What follows belongs to an exercise in optimizing a design on an open flow for small area; a production flow would make more cautious choices.
Only simulation tests tie the RTL to the original design; equivalence was not proved.
No activity file was given, so power comes from the tool's default toggle rates.

===== flow/config.mk =====
export PLATFORM = sky130hd
export DESIGN_NAME = simpleos_core
export DESIGN_NICKNAME = simpleos_core
export VERILOG_FILES = /design/flow/design.v
export SDC_FILE = /design/flow/constraint.sdc
export NUM_CORES = 4
export LEC_CHECK = 0
export CAP_MARGIN = 20
export CORE_MARGIN = 2
export CORE_UTILIZATION = 40
export PLACE_DENSITY = 0.6
export SLEW_MARGIN = 20

===== flow/constraint.sdc =====
create_clock -name core_clock -period 7.0 [get_ports {clk}]
set_input_delay 1.4000 -clock core_clock [delete_from_list [all_inputs] [get_ports {clk}]]
set_output_delay 1.4000 -clock core_clock [all_outputs]
set_load 0.01 [all_outputs]

===== flow/design.v =====
module simpleos_core (
    input  wire        clk,
    input  wire        rst,           
    output wire        mem_req,
    output wire        mem_we,
    output wire [10:0] mem_addr,
    output wire [31:0] mem_wdata,
    input  wire        mem_ack,
    input  wire [31:0] mem_rdata,
    input  wire [6:0]  rnd_value,
    output wire        rnd_take,
    output wire        out_valid,
    output wire [1:0]  out_port,
    output wire [31:0] out_data,
    output wire        anom_valid,
    output wire [31:0] anom_pc,
    output wire [31:0] anom_op,
    output wire        halted,
    output wire [1:0]  halt_code,     
    output wire [31:0] halt_addr,
    output wire [31:0] reg_ac,
    output wire [31:0] reg_x,
    output wire [31:0] reg_y,
    output wire [31:0] reg_sp,
    output wire [31:0] reg_pc,
    output wire [31:0] reg_ir,
    output wire        reg_mode       
);
    localparam [31:0] USER_LIMIT    = 32'd1000;
    localparam [31:0] TOTAL_SIZE    = 32'd2000;
    localparam [31:0] INT_HANDLER   = 32'd1500;
    localparam [31:0] SYS_STACK_TOP = 32'd2000;
    localparam [31:0] OP_LOAD_VAL   = 32'd1,  OP_LOAD_ADDR  = 32'd2,  OP_LOAD_IND   = 32'd3,
                      OP_LOAD_IDXX  = 32'd4,  OP_LOAD_IDXY  = 32'd5,  OP_LOAD_SPX   = 32'd6,
                      OP_STORE      = 32'd7,  OP_GET        = 32'd8,  OP_PUT        = 32'd9,
                      OP_ADDX       = 32'd10, OP_ADDY       = 32'd11, OP_SUBX       = 32'd12,
                      OP_SUBY       = 32'd13, OP_TOX        = 32'd14, OP_FROMX      = 32'd15,
                      OP_TOY        = 32'd16, OP_FROMY      = 32'd17, OP_TOSP       = 32'd18,
                      OP_FROMSP     = 32'd19, OP_JUMP       = 32'd20, OP_JEQ        = 32'd21,
                      OP_JNE        = 32'd22, OP_CALL       = 32'd23, OP_RET        = 32'd24,
                      OP_INCX       = 32'd25, OP_DECX       = 32'd26, OP_PUSH       = 32'd27,
                      OP_POP        = 32'd28, OP_INT        = 32'd29, OP_IRET       = 32'd30,
                      OP_END        = 32'd50;
    localparam [2:0] S_FETCH   = 3'd0,
                     S_DECODE  = 3'd1,
                     S_OPERAND = 3'd2,
                     S_EXEC    = 3'd3,
                     S_MEM     = 3'd4,
                     S_HALT    = 3'd5;
    localparam [1:0] H_CLEAN = 2'd0, H_PRIV = 2'd1, H_PROTO = 2'd2;
    reg  [2:0]  state;
    reg  [31:0] pc, sp, ir, ac, x, y;
    reg         mode;
    reg  [31:0] opr;         
    reg  [31:0] mar;         
    reg  [31:0] mdr;         
    reg         mwe;         
    reg         phase;       
    reg  [1:0]  hcode;
    reg  [31:0] haddr;
    reg has_operand, is_valid;
    always @(*) begin
        has_operand = 1'b0;
        is_valid    = 1'b1;
        case (ir)
            OP_LOAD_VAL, OP_LOAD_ADDR, OP_LOAD_IND, OP_LOAD_IDXX, OP_LOAD_IDXY,
            OP_STORE, OP_PUT, OP_JUMP, OP_JEQ, OP_JNE, OP_CALL:
                has_operand = 1'b1;
            OP_LOAD_SPX, OP_GET, OP_ADDX, OP_ADDY, OP_SUBX, OP_SUBY, OP_TOX, OP_FROMX,
            OP_TOY, OP_FROMY, OP_TOSP, OP_FROMSP, OP_RET, OP_INCX, OP_DECX, OP_PUSH,
            OP_POP, OP_INT, OP_IRET, OP_END:
                has_operand = 1'b0;
            default:
                is_valid = 1'b0;
        endcase
    end
    wire        acc_on_pc  = (state == S_FETCH) || (state == S_OPERAND);
    wire        acc_active = acc_on_pc || (state == S_MEM);
    wire [31:0] acc_addr   = acc_on_pc ? pc : mar;
    wire        priv_fault  = !mode && ($signed(acc_addr) >= $signed(USER_LIMIT));
    wire        range_fault = ($signed(acc_addr) < 0) || ($signed(acc_addr) >= $signed(TOTAL_SIZE));
    wire        acc_fault   = priv_fault || range_fault;
    assign mem_req   = acc_active && !acc_fault;
    assign mem_we    = (state == S_MEM) && mwe;
    assign mem_addr  = acc_addr[10:0];
    assign mem_wdata = mdr;
    assign rnd_take   = (state == S_EXEC) && (ir == OP_GET);
    assign out_valid  = (state == S_EXEC) && (ir == OP_PUT) && (opr == 32'd1 || opr == 32'd2);
    assign out_port   = opr[1:0];
    assign out_data   = ac;
    assign anom_valid = (state == S_DECODE) && !is_valid;
    assign anom_pc    = pc - 32'd1;
    assign anom_op    = ir;
    assign halted    = (state == S_HALT);
    assign halt_code = hcode;
    assign halt_addr = haddr;
    assign reg_ac    = ac;
    assign reg_x     = x;
    assign reg_y     = y;
    assign reg_sp    = sp;
    assign reg_pc    = pc;
    assign reg_ir    = ir;
    assign reg_mode  = mode;
    always @(posedge clk) begin
        if (rst) begin
            state <= S_FETCH;
            pc    <= 32'd0;
            sp    <= USER_LIMIT;
            ir    <= 32'hFFFF_FFFF;
            ac    <= 32'd0;
            x     <= 32'd0;
            y     <= 32'd0;
            mode  <= 1'b0;
            hcode <= H_CLEAN;
            haddr <= 32'd0;
        end else begin
            if (acc_active && acc_fault) begin
                state <= S_HALT;
                hcode <= priv_fault ? H_PRIV : H_PROTO;
                haddr <= acc_addr;
            end else begin
                case (state)
                    S_FETCH: if (mem_ack) begin
                        ir    <= mem_rdata;
                        pc    <= pc + 32'd1;
                        state <= S_DECODE;
                    end
                    S_DECODE: begin
                        if (ir == OP_END) begin
                            state <= S_HALT;
                            hcode <= H_CLEAN;
                            haddr <= 32'd0;
                        end else if (!is_valid)
                            state <= S_FETCH;           
                        else if (has_operand)
                            state <= S_OPERAND;
                        else
                            state <= S_EXEC;
                    end
                    S_OPERAND: if (mem_ack) begin
                        opr   <= mem_rdata;
                        pc    <= pc + 32'd1;
                        state <= S_EXEC;
                    end
                    S_EXEC: begin
                        state <= S_FETCH;
                        phase <= 1'b0;
                        mwe   <= 1'b0;
                        case (ir)
                            OP_LOAD_VAL:  ac <= opr;
                            OP_LOAD_ADDR,
                            OP_LOAD_IND:  begin mar <= opr;      state <= S_MEM; end
                            OP_LOAD_IDXX: begin mar <= opr + x;  state <= S_MEM; end
                            OP_LOAD_IDXY: begin mar <= opr + y;  state <= S_MEM; end
                            OP_LOAD_SPX:  begin mar <= sp + x;   state <= S_MEM; end
                            OP_STORE:     begin mar <= opr; mdr <= ac; mwe <= 1'b1; state <= S_MEM; end
                            OP_GET:       ac <= {25'd0, rnd_value};
                            OP_PUT:       ;                      
                            OP_ADDX:      ac <= ac + x;
                            OP_ADDY:      ac <= ac + y;
                            OP_SUBX:      ac <= ac - x;
                            OP_SUBY:      ac <= ac - y;
                            OP_TOX:       x  <= ac;
                            OP_FROMX:     ac <= x;
                            OP_TOY:       y  <= ac;
                            OP_FROMY:     ac <= y;
                            OP_TOSP:      sp <= ac;
                            OP_FROMSP:    ac <= sp;
                            OP_JUMP:      pc <= opr;
                            OP_JEQ:       if (ac == 32'd0) pc <= opr;
                            OP_JNE:       if (ac != 32'd0) pc <= opr;
                            OP_CALL: begin
                                sp  <= sp - 32'd1;
                                mar <= sp - 32'd1;
                                mdr <= pc;
                                mwe <= 1'b1;
                                state <= S_MEM;
                            end
                            OP_RET:       begin mar <= sp; state <= S_MEM; end
                            OP_INCX:      x <= x + 32'd1;
                            OP_DECX:      x <= x - 32'd1;
                            OP_PUSH: begin
                                sp  <= sp - 32'd1;
                                mar <= sp - 32'd1;
                                mdr <= ac;
                                mwe <= 1'b1;
                                state <= S_MEM;
                            end
                            OP_POP:       begin mar <= sp; state <= S_MEM; end
                            OP_INT: if (!mode) begin
                                mode <= 1'b1;
                                sp   <= SYS_STACK_TOP - 32'd1;
                                mar  <= SYS_STACK_TOP - 32'd1;
                                mdr  <= sp;
                                mwe  <= 1'b1;
                                state <= S_MEM;
                            end
                            OP_IRET: if (mode) begin
                                mar <= sp;
                                state <= S_MEM;
                            end
                            default: ;
                        endcase
                    end
                    S_MEM: if (mem_ack) begin
                        state <= S_FETCH;
                        case (ir)
                            OP_LOAD_IND: if (!phase) begin
                                mar   <= mem_rdata;
                                phase <= 1'b1;
                                state <= S_MEM;
                            end else
                                ac <= mem_rdata;
                            OP_LOAD_ADDR, OP_LOAD_IDXX, OP_LOAD_IDXY, OP_LOAD_SPX:
                                ac <= mem_rdata;
                            OP_CALL:
                                pc <= opr;
                            OP_RET: begin
                                pc <= mem_rdata;
                                sp <= sp + 32'd1;
                            end
                            OP_POP: begin
                                ac <= mem_rdata;
                                sp <= sp + 32'd1;
                            end
                            OP_INT: if (!phase) begin
                                sp    <= SYS_STACK_TOP - 32'd2;
                                mar   <= SYS_STACK_TOP - 32'd2;
                                mdr   <= pc;
                                phase <= 1'b1;
                                state <= S_MEM;
                            end else
                                pc <= INT_HANDLER;
                            OP_IRET: if (!phase) begin
                                pc    <= mem_rdata;
                                sp    <= sp + 32'd1;
                                mar   <= sp + 32'd1;
                                phase <= 1'b1;
                                state <= S_MEM;
                            end else begin
                                sp   <= mem_rdata;
                                mode <= 1'b0;
                            end
                            default: ;    
                        endcase
                    end
                    default: ;    
                endcase
            end
        end
    end
endmodule

===== flow/run.sh =====
#!/bin/bash
# synth_recipe.tcl (not shown) runs the flow's synth.tcl, then flattens the netlist and writes it again
# the make line also repeats each setting of config.mk as NAME=value (left out here)
make -C /OpenROAD-flow-scripts/flow DESIGN_CONFIG=/design/flow/config.mk WORK_HOME=/design/flow/orfs CLKGATE_MAP_FILE= SYNTH_SCRIPT=/design/flow/synth_recipe.tcl finish

==> key figures <==
Floorplanning
  • I/O pin count: between 400 and 500
  • CORE AREA: 0.0712 mm2
  • Rows: 98
  • Die height: 272 um
  • Die Area: 0.0739 mm2
  • Initial Utilization: 0.403
  • Die W: 272 um

STA
  • Fin Setup TNS: 0 ns
  • # setup viols final: 0
  • Fmax: between 150 and 200 MHz
  • Hold slack: 0.498 ns
  • Fin. Hold Viols: 0
  • Final min period: approximately 6.4 ns
  • Slew @ Worst Pin: 1.17 ns
  • Final slew viol count: 0
  • Clock skew: 0.0348 ns
  • RSZ-0062 raised after global routing: no
  • Crit share post-route: 0.913
  • Slew headroom: 0.219

Clocking
  • Clock Latency Late Sink: 0.61 ns
  • CTS tree: yes
  • Clock transition at path regs: about 0.06 ns
  • Longest Clk Path Bufs: 3
  • CTS H-tree lvls: 2
  • Hold_buf cts: 0
  • Post-cts sizing count: 0
  • Post-CTS setup buffer count: 0
  • Clk root buf: clkbuf_16
  • Total CTS buffers: 42
  • CTS sink count: 330

Drt
  • Max Used Layer: met5
  • Drt wl/cell: between 20 and 30 um
  • Iteration-0 DRC count of the detailed router: 4034
  • Pre-antenna DRT Iters: 8
  • Metal2 WL: 58500 um
  • Final antenna-violating net count: 0
  • Met3 Routed Length: between 10000 and 15000 um
  • Met1 WL: 56700 um
  • Via density: 6.40
  • Via count: 32019
  • DR DRC count: 0
  • Final WL: 135000 um

Layout
  • Final #Nets: 4193
  • Design area: 0.0348 mm2
  • Area grow syn2layout: 21.3%
  • Fraction of layout cells with a size suffix above 1: 0.0637

Yosys
  • Avg Synthesized Cell Area: 7.50 um2
  • Cells after Synth: ~3800
  • Mapped Area: 0.0287 mm2
  • Top post-synthesis cells by count: nand2_1, nor2_1, a21oi_1, clkbuf_1, o21ai_0
  • Top cell type by total area after synthesis: dfxtp_1
  • #FFs+latches synth: 330
  • Count leader, synth: nand2_1
  • Number of synthesized flops with an enable pin: 98
  • Synth Net Count: ~4000
  • Post-synthesis sequential area ratio: 0.264
  • YS warnings: 1
  • Post-synthesis cell type count: 89
  • Main synth FF type: dfxtp_1
  • Area contributors post-synth: dfxtp_1, edfxtp_1, nand2_1
  • Post-synth ARST share: 0
  • Post-synth top area share: 0.162

Worst setup path
  • Kind of critical path: register to register
  • Critical path, cell by cell: nor4_1 > nand3_1 > buf_4 > or4_1 > buf_4 > o21ai_2 > buf_4 > nor3_1 > o21ai_0 > o31ai_1 > nor3_1 > ha_1 > a21o_1 > a221oi_1 > o21ai_0 > a21oi_1 > o21ai_0 > a31oi_1 > o21ai_0 > a2111oi_0 > nor3_1 > a21oi_1
  • Slowest-stage cell, CP: nor4_1
  • CP arrival: 6.93 ns
  • Setup crit end kind: register
  • Worst path most repeated cell: o21ai_0
  • Required time of the critical path: 7.53 ns
  • Family with the most delay on the worst path: compound AO/OA/AOI/OAI gates
  • CP Buf/Inv Count: 3
  • Startpoint types: register
  • Crit path max fanout: 32
  • Max stage delay on crit path: 0.72 ns

Global routing
  • First-pass GRT wire length: 197000 um
  • Total gr overflow: 0
  • Initial antenna violation count: 3
  • Global Route Usage Sum: 0.350
  • Vias in the first global route: 29206
  • Largest net degree at the start of global routing: 71

Placement
  • Dpl hpwl: 102000 um
  • PortBufs: 415
  • Global placer's final weighted congestion: about 1
  • Placed inst area: ~0.033 mm2

Outcome
  • Status: complete, no violations

Power and ir drop
  • Peak VDD IR: ~220 uV
  • Leakage: 12.8 nW
  • Cell Pwr Density: 235 mW/mm2

Worst hold path
  • HP Class: register to register

Run
  • Max-Cap Viols: 0
==> worst paths after layout <==
check / endpoint / slack, ns / start / cells past startpoint
worst max-delay path: ac[28]$_SDFFE_PP0P_ / 0.61 / ir[21]$_SDFFE_PP1P_ / 22
worst min-delay path: haddr[21]$_SDFFE_PP0P_ / 0.50 / haddr[21]$_SDFFE_PP0P_ / 2
worst max register to register: ac[28]$_SDFFE_PP0P_ / 0.61 / ir[21]$_SDFFE_PP1P_ / 22
worst min register to register: haddr[21]$_SDFFE_PP0P_ / 0.50 / haddr[21]$_SDFFE_PP0P_ / 2
==> final cells by class <==
| class | instances | area (um2) |
|---|---|---|
| fillers | 7078 | 36400 |
| multi-input cells | 3085 | 19400 |
| flip-flops and latches | 330 | 7590 |
| repair buffers | 512 | 4880 |
| clock buffers | 58 | 1240 |
| well taps | 950 | 1190 |
| clock inverters | 20 | 324 |
| inverters | 47 | 178 |
| diodes | 1 | 2.50 |
==> per-layer routing <==
| metal | up-vias | track usage |
|---|---|---|
| met5 | - | 0 |
| met4 | 4 | 0.145 |
| li1 | 14722 | - |
| met2 | 1814 | 0.537 |
| met1 | 15223 | 0.486 |
| met3 | 256 | 0.0574 |
==> per-stage QoR <==
| stage | power, mW | std cells | utilization | setup WS (ns) |
|---|---|---|---|---|
| final | 8.18 | 5003 | 0.489 | 0.606 |
| after detailed placement | 5.64 | 4924 | 0.467 | 0.787 |
| after floorplan | 4.23 | 3830 | - | 1.40 |
| after global placement | 5.63 | 4924 | 0.467 | 0.875 |
| after global routing | 8.52 | 5002 | 0.489 | 0.398 |
| after CTS | 8.15 | 5002 | 0.489 | 0.748 |
==> layout by cell type, fill, tap and decap left out, drive strengths merged, types with 25 or more instances in the layout <==
| cell type | count |
|---|---|
| nand3 | 97 |
| a31oi | 67 |
| and3 | 44 |
| clkdlybuf4s50 | 414 |
| nor2 | 342 |
| xnor2 | 107 |
| nor4 | 72 |
| a21oi | 326 |
| a211oi | 84 |
| a221oi | 81 |
| nand2 | 482 |
| nand2b | 26 |
| inv | 45 |
| or4 | 26 |
| o21ai | 257 |
| or3 | 48 |
| mux2i | 50 |
| a21o | 65 |
| o211ai | 55 |
| mux2 | 26 |
| edfxtp | 98 |
| nor2b | 25 |
| nor3 | 135 |
| a222oi | 32 |
| xor2 | 85 |
| dfxtp | 232 |
| clkbuf | 58 |
| nand4 | 26 |
| ha | 129 |
| buf | 98 |
| a22oi | 86 |
==> power by group <==
part	switching [mW]	internal (mW)	total (mW)	leakage (nW)
Sequential	0.321	2.12	2.44	2.79
Combinational	1.82	1.41	3.23	9.27
Clock	0.972	1.54	2.51	0.763
Total	3.11	5.06	8.18	12.8
==> cell families after synthesis <==
group | synth area share
and+or+nand+nor | 0.233
DFF | 0.264
buffers and inverters | 0.0637
muxes | 0.0276
xor gates and xnor gates | 0.0586
AOI/OAI and AO/OA | 0.294
adders and majority gates | 0.0590
==> worst register-to-register path: stages, from the launching register on <==
cell and delay [ns]:
dfxtp_1 0.34, nor4_1 0.72, nand3_1 0.47, buf_4 0.35
or4_1 0.53, buf_4 0.26, o21ai_2 0.21, buf_4 0.37
nor3_1 0.11, o21ai_0 0.16, o31ai_1 0.10, nor3_1 0.19
ha_1 0.30, a21o_1 0.22, a221oi_1 0.33, o21ai_0 0.15
a21oi_1 0.18, o21ai_0 0.09, a31oi_1 0.25, o21ai_0 0.25
a2111oi_0 0.55, nor3_1 0.09, a21oi_1 0.13

what the ideal ports hide:
Ports are ideal in the flow. The routed layout listed here was re-timed in OpenROAD.
Step 1: set_driving_cell puts a clkbuf_16 on clk and a buf_2 on each other input, an assumption about the parent block.
Step 2 moves the port delays by t, midway between the first and last clock arrival at a register: inputs arrive t later, outputs are due t later. That takes back most of the time a late clock gives input paths.
Three values: no drivers, after step 1, after step 2; two values: the first two.
shift t [ns]: 0.659
setup WS [ns]: 0.606 / 0.606 / 0.606
hold slack, ns: 0.498 / 0.498 / 0.498
worst register clock-pin slew, ns: 0.07 / 0.07
pins driven straight from the clock port: 1
After both steps setup and hold are still met in this run. For this run, drivers alone change the setup slack by 0.000 ns; drivers and shift together by 0.000 ns.
